Background: an optimization exercise with open tools, aiming at small area, a short achievable clock period and few clock cycles. Do not read the settings as production practice.

==> inputs of v20 <==
==> flow/design.v (excerpt) <==
module ircodec (
    input  wire        clk,
    input  wire        rst,
    input  wire        cmd_valid,
    output wire        cmd_ready,
    input  wire [31:0] cmd_word,
    input  wire [31:0] cmd_arg0,
    input  wire [31:0] cmd_arg1,
    output wire [31:0] res0,
    output wire [31:0] res1,
    output wire [31:0] status,
    output wire [31:0] cfg_state,
    output wire [31:0] cfg_res,
    output wire [31:0] cfg_margin,
    output wire [31:0] tt_leader,
    output wire [31:0] tt_bit0,
    output wire [31:0] tt_bit1,
    output wire [31:0] tt_ending,
    output wire [31:0] tt_margin,
    output wire [31:0] enc_state,
    output wire [31:0] seq_tx,
    output wire [31:0] seq_next,
    output wire [31:0] dec_result,
    output wire [7:0]  pl_rd_addr,
    input  wire [7:0]  pl_rd_data,
    output reg         pl_we,
    output wire [7:0]  pl_wr_addr,
    output wire [7:0]  pl_wr_data,
    output reg         tx_we,
    output wire [6:0]  tx_addr,
    output wire [31:0] tx_wdata,
    output wire [6:0]  rx_rd_addr,
    input  wire [31:0] rx_rd_data,
    output reg         dst_we,
    output wire [7:0]  dst_wr_addr,
    output wire [7:0]  dst_wr_data,
    output wire [7:0]  dst_rd_addr,
    input  wire [7:0]  dst_rd_data
);
    localparam [3:0] C_OK        = 4'h0, C_STARVED   = 4'h1, C_EMPTY     = 4'h2,
                     C_TIMING    = 4'h3, C_LEADER    = 4'h4, C_ENDING    = 4'h5,
                     C_SHORT     = 4'h6, C_LENGTH    = 4'h7, C_DESTSMALL = 4'h8,
                     C_CFGINV    = 4'h9, C_NOTINIT   = 4'hA, C_ALREADY   = 4'hB,
                     C_ILLEGAL   = 4'hC, C_ARGRANGE  = 4'hD;
    localparam [1:0] PH_LEADER = 2'd0, PH_DATA = 2'd1, PH_ENDING = 2'd2;
    localparam [3:0] S_IDLE  = 4'd0,
                     S_DISP  = 4'd1,
                     S_IMUL  = 4'd2,
                     S_IDIV  = 4'd3,
                     S_ICHK1 = 4'd4,
                     S_ICHK2 = 4'd5,
                     S_ENC   = 4'd6,
                     S_DLEAD = 4'd7,
  ...
Settings: LEC_CHECK=0, CAP_MARGIN=20, CORE_MARGIN=2, CORE_UTILIZATION=40, SLEW_MARGIN=20; clock period 12.0 ns.
run.sh (not shown) runs the stock make flow with config.mk's settings and CLKGATE_MAP_FILE= SYNTH_SCRIPT=/design/flow/synth_recipe.tcl, a recipe that flattens the netlist after the stock synthesis.
==> v37: changes against v20 <==
--- a/flow/design.v
+++ b/flow/design.v
@@ -4,29 +4,27 @@
     input  wire [31:0] v,
     input  wire [36:0] x,
     output wire [36:0] x_next,
     output wire        ovf       
 );
-    localparam [20:0] REF_RATE = 21'd1000000;
+    localparam [14:0] DIVISOR = 15'd15625;
     wire [37:0] mul = {x, 1'b0} + (bit_r ? {6'd0, v} : 38'd0);
-    wire [20:0] sh  = {x[36:17], x[16]};
-    wire        ge  = sh >= REF_RATE;
-    wire [20:0] sub = sh - REF_RATE;
-    wire [19:0] rem = ge ? sub[19:0] : sh[19:0];
-    assign x_next = div ? {rem, x[15:0], ge} : mul[36:0];
+    wire [14:0] sh  = {x[36:23], x[22]};
+    wire        ge  = sh >= DIVISOR;
+    wire [14:0] sub = sh - DIVISOR;
+    wire [13:0] rem = ge ? sub[13:0] : sh[13:0];
+    assign x_next = div ? {rem, x[21:6], ge, 6'd0} : mul[36:0];
     assign ovf    = mul[37] | mul[36];
 endmodule
 module ircodec_match (
     input  wire [15:0] d,
     input  wire [15:0] n,
-    input  wire [15:0] m,
+    input  wire [16:0] m,
     output wire        hit
 );
-    wire [17:0] lo = {2'b00, n} - {2'b00, m};    
-    wire [17:0] hi = {2'b00, n} + {2'b00, m};
-    wire [17:0] dd = {2'b00, d};
-    assign hit = ($signed(lo) < $signed(dd)) && (dd < hi);
+    wire [17:0] t = {2'b00, d} + {1'b0, m} - {2'b00, n};
+    assign hit = (t != 18'd0) && (t < {m, 1'b0});
 endmodule
 module ircodec (
     input  wire        clk,
     input  wire        rst,
     input  wire        cmd_valid,
@@ -82,11 +80,13 @@
                      S_DDATA = 4'd8,
                      S_DEND  = 4'd9,
                      S_DCOM  = 4'd10,
                      S_SB    = 4'd11,
                      S_SC    = 4'd12,
-                     S_SC2   = 4'd13;
+                     S_SC2   = 4'd13,
+                     S_DWAIT = 4'd14,
+                     S_ICHK3 = 4'd15;
     reg [3:0] state;
     reg       rdy;
     reg [31:0] r_res0, r_res1;
     reg [3:0]  st_code;
     reg [7:0]  st_lastop;
@@ -175,25 +175,24 @@
         .x      (x),
         .x_next (x_next),
         .ovf    (x_ovf)
     );
     wire res_bad = (r_cfg_res == 32'd0) || (r_cfg_res > 32'd7281777);
-    wire [17:0] m2  = {1'b0, t_m, 1'b0};
-    wire        g01 = ({2'b0, t_ba} + m2) < {2'b0, t_b1i};
-    wire        g12 = ({2'b0, t_b1i} + m2) < {2'b0, t_li};
-    wire        g23 = ({2'b0, t_li} + m2) < {2'b0, t_la};
+    wire        chk     = (state == S_ICHK1) || (state == S_ICHK2);
     wire [15:0] rx_act  = rx_q[15:0];
     wire [15:0] rx_idle = rx_q[31:16];
-    wire m_la, m_li, m_b0a, m_b0i, m_b1i;
-    ircodec_match u_m_la  (.d(rx_act),  .n(t_la),  .m(t_m), .hit(m_la));
-    ircodec_match u_m_li  (.d(rx_idle), .n(t_li),  .m(t_m), .hit(m_li));
-    ircodec_match u_m_b0a (.d(rx_act),  .n(t_ba),  .m(t_m), .hit(m_b0a));
-    ircodec_match u_m_b0i (.d(rx_idle), .n(t_ba),  .m(t_m), .hit(m_b0i));
-    ircodec_match u_m_b1i (.d(rx_idle), .n(t_b1i), .m(t_m), .hit(m_b1i));
-    wire is_leader = m_la && m_li;
-    wire sym_ok    = m_b0a && (m_b0i || m_b1i);
-    wire sym_bit   = !m_b0i;
+    wire [16:0] mm      = chk ? {t_m, 1'b1} : {1'b0, t_m};
+    wire        lead_a  = (state == S_DWAIT);
+    wire        lead_i  = (state == S_DWAIT) || (state == S_ICHK2);
+    wire u_act, u_i0, u_i1;
+    ircodec_match u_m_act (.d(rx_act),  .n(lead_a ? t_la : t_ba), .m(mm), .hit(u_act));
+    ircodec_match u_m_i0  (.d(rx_idle), .n(lead_i ? t_li : t_ba), .m(mm), .hit(u_i0));
+    ircodec_match u_m_i1  (.d(rx_idle), .n(t_b1i),                .m(mm), .hit(u_i1));
+    reg h_act, h_i0, h_i1;
+    wire is_leader = h_act && h_i0;
+    wire sym_ok    = h_act && (h_i0 || h_i1);
+    wire sym_bit   = !h_i0;
     reg [7:0] shot_byte;
     always @(*) begin
         case (w[2:0])
             3'd0:    shot_byte = 8'h4C;
             3'd1:    shot_byte = 8'h54;
@@ -238,11 +237,19 @@
             t_b1i        <= 16'd0;
             t_m          <= 16'd0;
         end
     endtask
     always @(posedge clk) begin
-        rx_q <= rx_rd_data;
+        if (state == S_IDIV)
+            rx_q <= {t_li, t_b1i};
+        else if (state == S_ICHK1)
+            rx_q <= {t_la, rx_q[15:0]};
+        else
+            rx_q <= rx_rd_data;
+        h_act <= u_act;
+        h_i0  <= u_i0;
+        h_i1  <= u_i1;
         if (state == S_DCOM || state == S_SC)
             dbuf <= {dst_rd_data, dbuf[120:8]};
         else
             dbuf <= {dbuf[119:0], sym_bit};
         if (rst) begin
@@ -348,11 +355,11 @@
                                     dec_fail(C_SHORT);
                                 else begin
                                     ksel     <= cap_lt ? a1l[3:0] : kmax;
                                     post_err <= cap_lt ? C_DESTSMALL :
                                                 (n_m2[2:0] != 3'd0) ? C_LENGTH : C_OK;
-                                    state    <= S_DLEAD;
+                                    state    <= S_DWAIT;
                                 end
                             end
                             3'd4: begin  
                                 if (!tt_valid) init_clear;
                                 pl_we <= 1'b1;
@@ -387,30 +394,33 @@
                 S_IDIV: begin
                     x   <= x_next;
                     ctr <= ctr - 5'd1;
                     if (ctr == 5'd0) begin
                         case (vsel)
-                            2'd0:    t_la  <= x_next[15:0];
-                            2'd1:    t_ba  <= x_next[15:0];
-                            2'd2:    t_b1i <= x_next[15:0];
+                            2'd0:    t_la  <= x_next[21:6];
+                            2'd1:    t_ba  <= x_next[21:6];
+                            2'd2:    t_b1i <= x_next[21:6];
                             default: begin
-                                t_m <= x_next[15:0];
-                                ovf <= ovf | x_next[16];
+                                t_m <= x_next[21:6];
+                                ovf <= ovf | x_next[22];
                             end
                         endcase
                         vsel <= vsel + 2'd1;
                         x    <= 37'd0;
                         ctr  <= 5'd22;
                         state <= (vsel == 2'd3) ? S_ICHK1 : S_IMUL;
                     end
                 end
                 S_ICHK1: begin
-                    flag  <= !ovf && (t_m != 16'd0) && g01 && g12 && g23;
                     state <= S_ICHK2;
                 end
                 S_ICHK2: begin
-                    if (flag) begin
+                    flag  <= !ovf && (t_m != 16'd0) && !h_act && !h_i1;
+                    state <= S_ICHK3;
+                end
+                S_ICHK3: begin
+                    if (flag && !h_i0) begin
                         tt_valid <= 1'b1;
                         finish(32'd0, 32'd0, C_OK);
                     end else begin
                         init_clear;
                         finish(32'd0, 32'd0, C_CFGINV);
@@ -442,10 +452,13 @@
                         if (e_data && !e_pclt)
                             phase <= PH_ENDING;
                         finish({24'd0, w}, {31'd0, done}, C_OK);
                     end
                 end
+                S_DWAIT: begin
+                    state <= S_DLEAD;
+                end
                 S_DLEAD: begin
                     w <= {1'b0, ksel, 3'd0};
                     if (!is_leader)
                         dec_fail(C_LEADER);
                     else if (ksel != 4'd0)
@@ -465,11 +478,11 @@
                         else
                             state <= S_DEND;
                     end
                 end
                 S_DEND: begin
-                    if (!m_b0a)
+                    if (!h_act)
                         dec_fail(C_ENDING);
                     else if (ksel == 4'd0) begin
                         dec_count <= 4'd0;
                         dec_code  <= C_EMPTY;
                         dec_fresh <= 1'b0;
==> impl_metrics.yaml <==
sta:
  worstMarginPinSlew_ps: 1010
die:
  tap-cell-count: 1155
yosys:
  ys_ff_latch: 601
run_status:
  status: "no timing/DRC/antenna violations"
cells_and_area:
  nFlopsAndLatches: 601
  n_fill_cell: 8217
drt:
  wl_met2_um: 59800
[end of results for v37]
==> impl_metrics.yaml <==
run_status:
  status: "no timing/DRC/antenna violations"
cells_and_area:
  n_fill_cell: 9693
  nFlopsAndLatches: 598
drt:
  wl_met2_um: 68500
die:
  tap-cell-count: 1368
yosys:
  ys_ff_latch: 598
[end of results for v20]
No functional check of the RTL was part of any run of this note.

-- what the ideal ports hide --
The flow's constraints put no driver on any port. The routed layouts listed below were extracted and timed again, unchanged, in two steps. Step 1 sets driving cells, clkbuf_16 on the clock port and buf_2 on the other inputs (assumed; they add their load-dependent delay and slew). Step 2 also shifts input and output timing later by t, the mid clock arrival at the registers, as if the neighbouring blocks saw the same clock. Three values: ideal ports, drivers, drivers and shift; two values: the first two.
run | t, ns | setup WS [ns] | hold slack, ns | worst slew at a driven data input, ns | pins driven straight from the clock port
v20 | 0.724 | 4.668 / 4.668 / 4.668 | 0.456 / 0.456 / 0.456 | 0.08 | 1
v37 | 0.675 | 5.362 / 5.362 / 5.362 | 0.455 / 0.455 / 0.455 | 0.09 | 1
After both steps every run listed still meets setup and hold.
